What follows belongs to an exercise in optimizing a design on an open flow for small area; a production flow would make more cautious choices.
The RTL was checked by simulation tests, not by an equivalence proof against the original design.

==> inputs of run B <==
// rf433_core
module rf433_core (
    input  wire         clk,
    input  wire         rst,           
    input  wire         cmd_valid,
    output wire         cmd_ready,
    input  wire [71:0]  cmd_data,
    output wire         rec_valid,
    input  wire         rec_ready,
    output wire [199:0] rec_data,
    input  wire [4:0]   stat_idx,
    output reg  [63:0]  stat_data,
    output wire         fault
);
clock: 15.0 ns
lec_check: 0
cap_margin: 20
core_margin: 2
core_utilization: 70
slew_margin: 20
standard.sh (not shown) runs the stock make flow with config.mk's settings and CLKGATE_MAP_FILE= SYNTH_SCRIPT=/design/flow/synth_recipe.tcl, a recipe that flattens the netlist after the stock synthesis.
==> flow/flow/run.sh <==
#!/bin/bash
# Own layout flow: the standard ORFS flow (standard.sh, unchanged synthesis,
# floorplan, power grid and tap cells), with two placement/CTS arguments changed:
#  - port buffers use the smallest buffer cell (every port still gets one);
#  - the clock tree uses clkbuf_8 cells in larger sink clusters, without dummy loads.
# All tool output goes to standard.log in the work folder; ORFS's own per-step
# logs stay under orfs/logs/.
set -euo pipefail
export BUFFER_PORTS_ARGS="-buffer_cell sky130_fd_sc_hd__buf_1"
export CTS_ARGS="-sink_clustering_enable -repair_clock_nets -buf_list sky130_fd_sc_hd__clkbuf_8 -sink_clustering_size 18 -sink_clustering_max_diameter 50 -dont_use_dummy_load"
bash standard.sh > standard.log 2>&1
==> run P: changes against run B <==
--- a/flow/design.v
+++ b/flow/design.v
@@ -38,11 +38,11 @@
     reg        seeded;
     reg [63:0] last_pos;
     reg        last_lvl;
     reg        in_frame;
     reg [4:0]  bit_count;
-    reg [25:0] sync_w;          
+    reg [63:0] sync_w;
     reg [27:0] addr_buf;
     reg [4:0]  addr_len;
     reg [63:0] frame_start;     
     reg [63:0] addr_start;      
     reg [63:0] last_bit_end;    
@@ -84,12 +84,11 @@
     reg        d_any;       
     reg [13:1] hw;
     reg [7:1]  hy;
     wire        rlo = ~ph[4];                   
     wire [1:0]  rd  = rlo ? sample_rate[1:0] : 2'b00;
-    wire        wlo = (ph < 5'd13);             
-    wire [1:0]  yd  = in_frame ? (wlo ? sync_w[1:0] : 2'b00) : rd;
+    wire [1:0]  yd  = in_frame ? sync_w[1:0] : rd;
     wire [14:0] wv = {hw, w0, w1};
     wire [8:0]  yv = {hy, yd[0], yd[1]};
     reg [2:0] ca;
     reg [1:0] cb1, cb2;
     reg       cb3;
@@ -338,14 +337,14 @@
     end
     wire rot = accept | in_p1 | in_p2;
     wire [1:0] lp_in = c2 ? zero2 : (in_p2 & e_edge) ? dd : ld;
     wire [1:0] sw_in = c2 ? zero2 : (in_p2 & c_sync) ? wd : sync_w[1:0];
     always @(posedge clk) begin
-        if (rot)
+        if (rot) begin
             last_pos <= {lp_in, last_pos[63:2]};
-        if (rot & wlo)
-            sync_w   <= {sw_in, sync_w[25:2]};
+            sync_w   <= {sw_in, sync_w[63:2]};
+        end
     end
     reg [2:0] kind;
     always @(*) begin
         casez (pend)
             7'b??????1: kind = 3'd0;
@@ -369,13 +368,13 @@
     end
     reg [1:0]  chan;
     reg [63:0] payload;
     always @(*) begin
         case (kind)
-            3'd0:    begin chan = 2'd0; payload = {38'd0, sync_w}; end
+            3'd0:    begin chan = 2'd0; payload = sync_w; end
             3'd1:    begin chan = 2'd1; payload = 64'd0; end
-            3'd2:    begin chan = 2'd2; payload = {38'd0, sync_w}; end
+            3'd2:    begin chan = 2'd2; payload = sync_w; end
             3'd3:    begin chan = 2'd1; payload = {63'd0, bit_val}; end
             3'd4:    begin chan = 2'd2; payload = {31'd0, addr_len, addr_buf}; end
             default: begin chan = 2'd2; payload = 64'd0; end
         endcase
     end
@@ -385,11 +384,11 @@
             5'h00: stat_data = {45'd0, fault ? fault_code : 3'd0, 6'd0, bit_count,
                                 in_frame, last_lvl, seeded, run_state};
             5'h01: stat_data = {32'd0, sample_rate};
             5'h02: stat_data = {56'd0, address_size};
             5'h03: stat_data = last_pos;
-            5'h04: stat_data = {38'd0, sync_w};
+            5'h04: stat_data = sync_w;
             5'h05: stat_data = {31'd0, addr_len, addr_buf};
             5'h06: stat_data = frame_start;
             5'h07: stat_data = addr_start;
             5'h08: stat_data = last_bit_end;
             5'h09: stat_data = btn_start;
--- a/flow/flow/run.sh
+++ b/flow/flow/run.sh
@@ -5,7 +5,7 @@
 #  - the clock tree uses clkbuf_8 cells in larger sink clusters, without dummy loads.
 # All tool output goes to standard.log in the work folder; ORFS's own per-step
 # logs stay under orfs/logs/.
 set -euo pipefail
 export BUFFER_PORTS_ARGS="-buffer_cell sky130_fd_sc_hd__buf_1"
-export CTS_ARGS="-sink_clustering_enable -repair_clock_nets -buf_list sky130_fd_sc_hd__clkbuf_8 -sink_clustering_size 18 -sink_clustering_max_diameter 50 -dont_use_dummy_load"
+export CTS_ARGS="-sink_clustering_enable -repair_clock_nets -buf_list sky130_fd_sc_hd__clkbuf_16 -sink_clustering_size 30 -sink_clustering_max_diameter 60 -dont_use_dummy_load"
 bash standard.sh > standard.log 2>&1
--- a/flow/config.mk
+++ b/flow/config.mk
@@ -5,7 +5,7 @@
 export SDC_FILE = /design/flow/constraint.sdc
 export NUM_CORES = 4
 export LEC_CHECK = 0
 export CAP_MARGIN = 20
 export CORE_MARGIN = 2
-export CORE_UTILIZATION = 70
+export CORE_UTILIZATION = 55
 export SLEW_MARGIN = 20
==> run K: changes against run B <==
--- a/flow/design.v
+++ b/flow/design.v
@@ -38,11 +38,11 @@
     reg        seeded;
     reg [63:0] last_pos;
     reg        last_lvl;
     reg        in_frame;
     reg [4:0]  bit_count;
-    reg [25:0] sync_w;          
+    reg [63:0] sync_w;
     reg [27:0] addr_buf;
     reg [4:0]  addr_len;
     reg [63:0] frame_start;     
     reg [63:0] addr_start;      
     reg [63:0] last_bit_end;    
@@ -84,12 +84,11 @@
     reg        d_any;       
     reg [13:1] hw;
     reg [7:1]  hy;
     wire        rlo = ~ph[4];                   
     wire [1:0]  rd  = rlo ? sample_rate[1:0] : 2'b00;
-    wire        wlo = (ph < 5'd13);             
-    wire [1:0]  yd  = in_frame ? (wlo ? sync_w[1:0] : 2'b00) : rd;
+    wire [1:0]  yd  = in_frame ? sync_w[1:0] : rd;
     wire [14:0] wv = {hw, w0, w1};
     wire [8:0]  yv = {hy, yd[0], yd[1]};
     reg [2:0] ca;
     reg [1:0] cb1, cb2;
     reg       cb3;
@@ -338,14 +337,14 @@
     end
     wire rot = accept | in_p1 | in_p2;
     wire [1:0] lp_in = c2 ? zero2 : (in_p2 & e_edge) ? dd : ld;
     wire [1:0] sw_in = c2 ? zero2 : (in_p2 & c_sync) ? wd : sync_w[1:0];
     always @(posedge clk) begin
-        if (rot)
+        if (rot) begin
             last_pos <= {lp_in, last_pos[63:2]};
-        if (rot & wlo)
-            sync_w   <= {sw_in, sync_w[25:2]};
+            sync_w   <= {sw_in, sync_w[63:2]};
+        end
     end
     reg [2:0] kind;
     always @(*) begin
         casez (pend)
             7'b??????1: kind = 3'd0;
@@ -369,13 +368,13 @@
     end
     reg [1:0]  chan;
     reg [63:0] payload;
     always @(*) begin
         case (kind)
-            3'd0:    begin chan = 2'd0; payload = {38'd0, sync_w}; end
+            3'd0:    begin chan = 2'd0; payload = sync_w; end
             3'd1:    begin chan = 2'd1; payload = 64'd0; end
-            3'd2:    begin chan = 2'd2; payload = {38'd0, sync_w}; end
+            3'd2:    begin chan = 2'd2; payload = sync_w; end
             3'd3:    begin chan = 2'd1; payload = {63'd0, bit_val}; end
             3'd4:    begin chan = 2'd2; payload = {31'd0, addr_len, addr_buf}; end
             default: begin chan = 2'd2; payload = 64'd0; end
         endcase
     end
@@ -385,11 +384,11 @@
             5'h00: stat_data = {45'd0, fault ? fault_code : 3'd0, 6'd0, bit_count,
                                 in_frame, last_lvl, seeded, run_state};
             5'h01: stat_data = {32'd0, sample_rate};
             5'h02: stat_data = {56'd0, address_size};
             5'h03: stat_data = last_pos;
-            5'h04: stat_data = {38'd0, sync_w};
+            5'h04: stat_data = sync_w;
             5'h05: stat_data = {31'd0, addr_len, addr_buf};
             5'h06: stat_data = frame_start;
             5'h07: stat_data = addr_start;
             5'h08: stat_data = last_bit_end;
             5'h09: stat_data = btn_start;
--- a/flow/config.mk
+++ b/flow/config.mk
@@ -5,7 +5,7 @@
 export SDC_FILE = /design/flow/constraint.sdc
 export NUM_CORES = 4
 export LEC_CHECK = 0
 export CAP_MARGIN = 20
 export CORE_MARGIN = 2
-export CORE_UTILIZATION = 70
+export CORE_UTILIZATION = 85
 export SLEW_MARGIN = 20
==> run M: changes against run B <==
--- a/flow/design.v
+++ b/flow/design.v
@@ -38,11 +38,11 @@
     reg        seeded;
     reg [63:0] last_pos;
     reg        last_lvl;
     reg        in_frame;
     reg [4:0]  bit_count;
-    reg [25:0] sync_w;          
+    reg [63:0] sync_w;
     reg [27:0] addr_buf;
     reg [4:0]  addr_len;
     reg [63:0] frame_start;     
     reg [63:0] addr_start;      
     reg [63:0] last_bit_end;    
@@ -84,12 +84,11 @@
     reg        d_any;       
     reg [13:1] hw;
     reg [7:1]  hy;
     wire        rlo = ~ph[4];                   
     wire [1:0]  rd  = rlo ? sample_rate[1:0] : 2'b00;
-    wire        wlo = (ph < 5'd13);             
-    wire [1:0]  yd  = in_frame ? (wlo ? sync_w[1:0] : 2'b00) : rd;
+    wire [1:0]  yd  = in_frame ? sync_w[1:0] : rd;
     wire [14:0] wv = {hw, w0, w1};
     wire [8:0]  yv = {hy, yd[0], yd[1]};
     reg [2:0] ca;
     reg [1:0] cb1, cb2;
     reg       cb3;
@@ -338,14 +337,14 @@
     end
     wire rot = accept | in_p1 | in_p2;
     wire [1:0] lp_in = c2 ? zero2 : (in_p2 & e_edge) ? dd : ld;
     wire [1:0] sw_in = c2 ? zero2 : (in_p2 & c_sync) ? wd : sync_w[1:0];
     always @(posedge clk) begin
-        if (rot)
+        if (rot) begin
             last_pos <= {lp_in, last_pos[63:2]};
-        if (rot & wlo)
-            sync_w   <= {sw_in, sync_w[25:2]};
+            sync_w   <= {sw_in, sync_w[63:2]};
+        end
     end
     reg [2:0] kind;
     always @(*) begin
         casez (pend)
             7'b??????1: kind = 3'd0;
@@ -369,13 +368,13 @@
     end
     reg [1:0]  chan;
     reg [63:0] payload;
     always @(*) begin
         case (kind)
-            3'd0:    begin chan = 2'd0; payload = {38'd0, sync_w}; end
+            3'd0:    begin chan = 2'd0; payload = sync_w; end
             3'd1:    begin chan = 2'd1; payload = 64'd0; end
-            3'd2:    begin chan = 2'd2; payload = {38'd0, sync_w}; end
+            3'd2:    begin chan = 2'd2; payload = sync_w; end
             3'd3:    begin chan = 2'd1; payload = {63'd0, bit_val}; end
             3'd4:    begin chan = 2'd2; payload = {31'd0, addr_len, addr_buf}; end
             default: begin chan = 2'd2; payload = 64'd0; end
         endcase
     end
@@ -385,11 +384,11 @@
             5'h00: stat_data = {45'd0, fault ? fault_code : 3'd0, 6'd0, bit_count,
                                 in_frame, last_lvl, seeded, run_state};
             5'h01: stat_data = {32'd0, sample_rate};
             5'h02: stat_data = {56'd0, address_size};
             5'h03: stat_data = last_pos;
-            5'h04: stat_data = {38'd0, sync_w};
+            5'h04: stat_data = sync_w;
             5'h05: stat_data = {31'd0, addr_len, addr_buf};
             5'h06: stat_data = frame_start;
             5'h07: stat_data = addr_start;
             5'h08: stat_data = last_bit_end;
             5'h09: stat_data = btn_start;
--- a/flow/flow/run.sh
+++ b/flow/flow/run.sh
@@ -5,7 +5,7 @@
 #  - the clock tree uses clkbuf_8 cells in larger sink clusters, without dummy loads.
 # All tool output goes to standard.log in the work folder; ORFS's own per-step
 # logs stay under orfs/logs/.
 set -euo pipefail
 export BUFFER_PORTS_ARGS="-buffer_cell sky130_fd_sc_hd__buf_1"
-export CTS_ARGS="-sink_clustering_enable -repair_clock_nets -buf_list sky130_fd_sc_hd__clkbuf_8 -sink_clustering_size 18 -sink_clustering_max_diameter 50 -dont_use_dummy_load"
+export CTS_ARGS="-sink_clustering_enable -repair_clock_nets -buf_list sky130_fd_sc_hd__clkbuf_8 -sink_clustering_size 14 -sink_clustering_max_diameter 45 -dont_use_dummy_load"
 bash standard.sh > standard.log 2>&1
--- a/flow/config.mk
+++ b/flow/config.mk
@@ -5,7 +5,7 @@
 export SDC_FILE = /design/flow/constraint.sdc
 export NUM_CORES = 4
 export LEC_CHECK = 0
 export CAP_MARGIN = 20
 export CORE_MARGIN = 2
-export CORE_UTILIZATION = 70
+export CORE_UTILIZATION = 55
 export SLEW_MARGIN = 20
==> summary.txt <==
- Of run P and run M, run P has the higher core utilization (gap 0.20 points).
- In flip-flop and latch count, run M and run P do not differ.
- Of run M and run B, run M has the higher wire length (gap 16%, measured against run B).
- The highest final area belongs to run P, the lowest to run B.
- In clock-buffer cell count, run K and run B do not differ.
- In run P the die area is larger than in run K, by 53%.
==> figures <==
Vertical extent of the die: run K 174 um; run M 215 um; run P 215 um; run B 186 um
Core footprint: run K 28500 um^2; run M 44100 um^2; run P 44100 um^2; run B 32500 um^2
Row count: run K 62; run M 77; run P 77; run B 66
Worst min-delay path startpoint: run K last_bit_end[2]$_DFF_P_; run M anti_start[55]$_DFF_P_; run P frame_start[62]$_SDFF_PP0_; run B hw[6]$_DFF_P_
Depth of the most critical reg-to-reg path: run K 6; run M 13; run P 13; run B 13
Synth Area in Compound Gates: run K 0.148; run M 0.148; run P 0.148; run B 0.143
Share of Yosys cell area claimed by the top area cell type: run K 0.335; run M 0.335; run P 0.335; run B 0.356
Non-clock buffer instance count of the final layout: run K 366; run M 368; run P 368; run B 334
Sum of net half-perimeters after detailed placement: run K 50800 um; run M 47200 um; run P 47200 um; run B 42000 um
Met3 track demand over resource: run K 0.218; run M 0.0597; run P 0.0569; run B 0.0869
Outcome: run K timing/DRC/antenna clean; run M timing/DRC/antenna clean; run P timing/DRC/antenna clean; run B timing/DRC/antenna clean
Wire length on met3: run K 14800 um; run M 6500 um; run P 5910 um; run B 7050 um
Met1 demand-to-capacity share in global routing: run K 0.679; run M 0.431; run P 0.429; run B 0.473

static timing again, ports no longer ideal:
How much do the figures lean on ideal ports? The routed layouts below were timed once more, with nothing changed but the port constraints. Step 1: set_driving_cell puts a clkbuf_16 on clk and a buf_2 on each other input, an assumption about the parent block. Step 2 times the ports against the registers' clock, not the clock port: input delays grow and output delays shrink by t, the midpoint of the rising clock arrivals with the driver on. Slacks: no drivers / after step 1 / after step 2; pairs: no drivers / after step 1.
run	t (ns)	setup WS [ns]	worst setup path after step 2	clock arrival spread, ns	pins driven straight from the clock port
run B	0.623	6.679 / 6.657 / 6.657	input to output	0.098 / 0.099	1
run P	0.633	6.569 / 6.545 / 6.545	input to output	0.063 / 0.063	1
run K	0.650	5.951 / 5.925 / 5.925	input to output	0.084 / 0.084	1
run M	0.684	6.517 / 6.493 / 6.493	input to output	0.071 / 0.070	1
After both steps every run listed still meets setup and hold. For run K, which loses most, drivers alone change the setup slack by -0.026 ns; drivers and shift together by -0.026 ns.
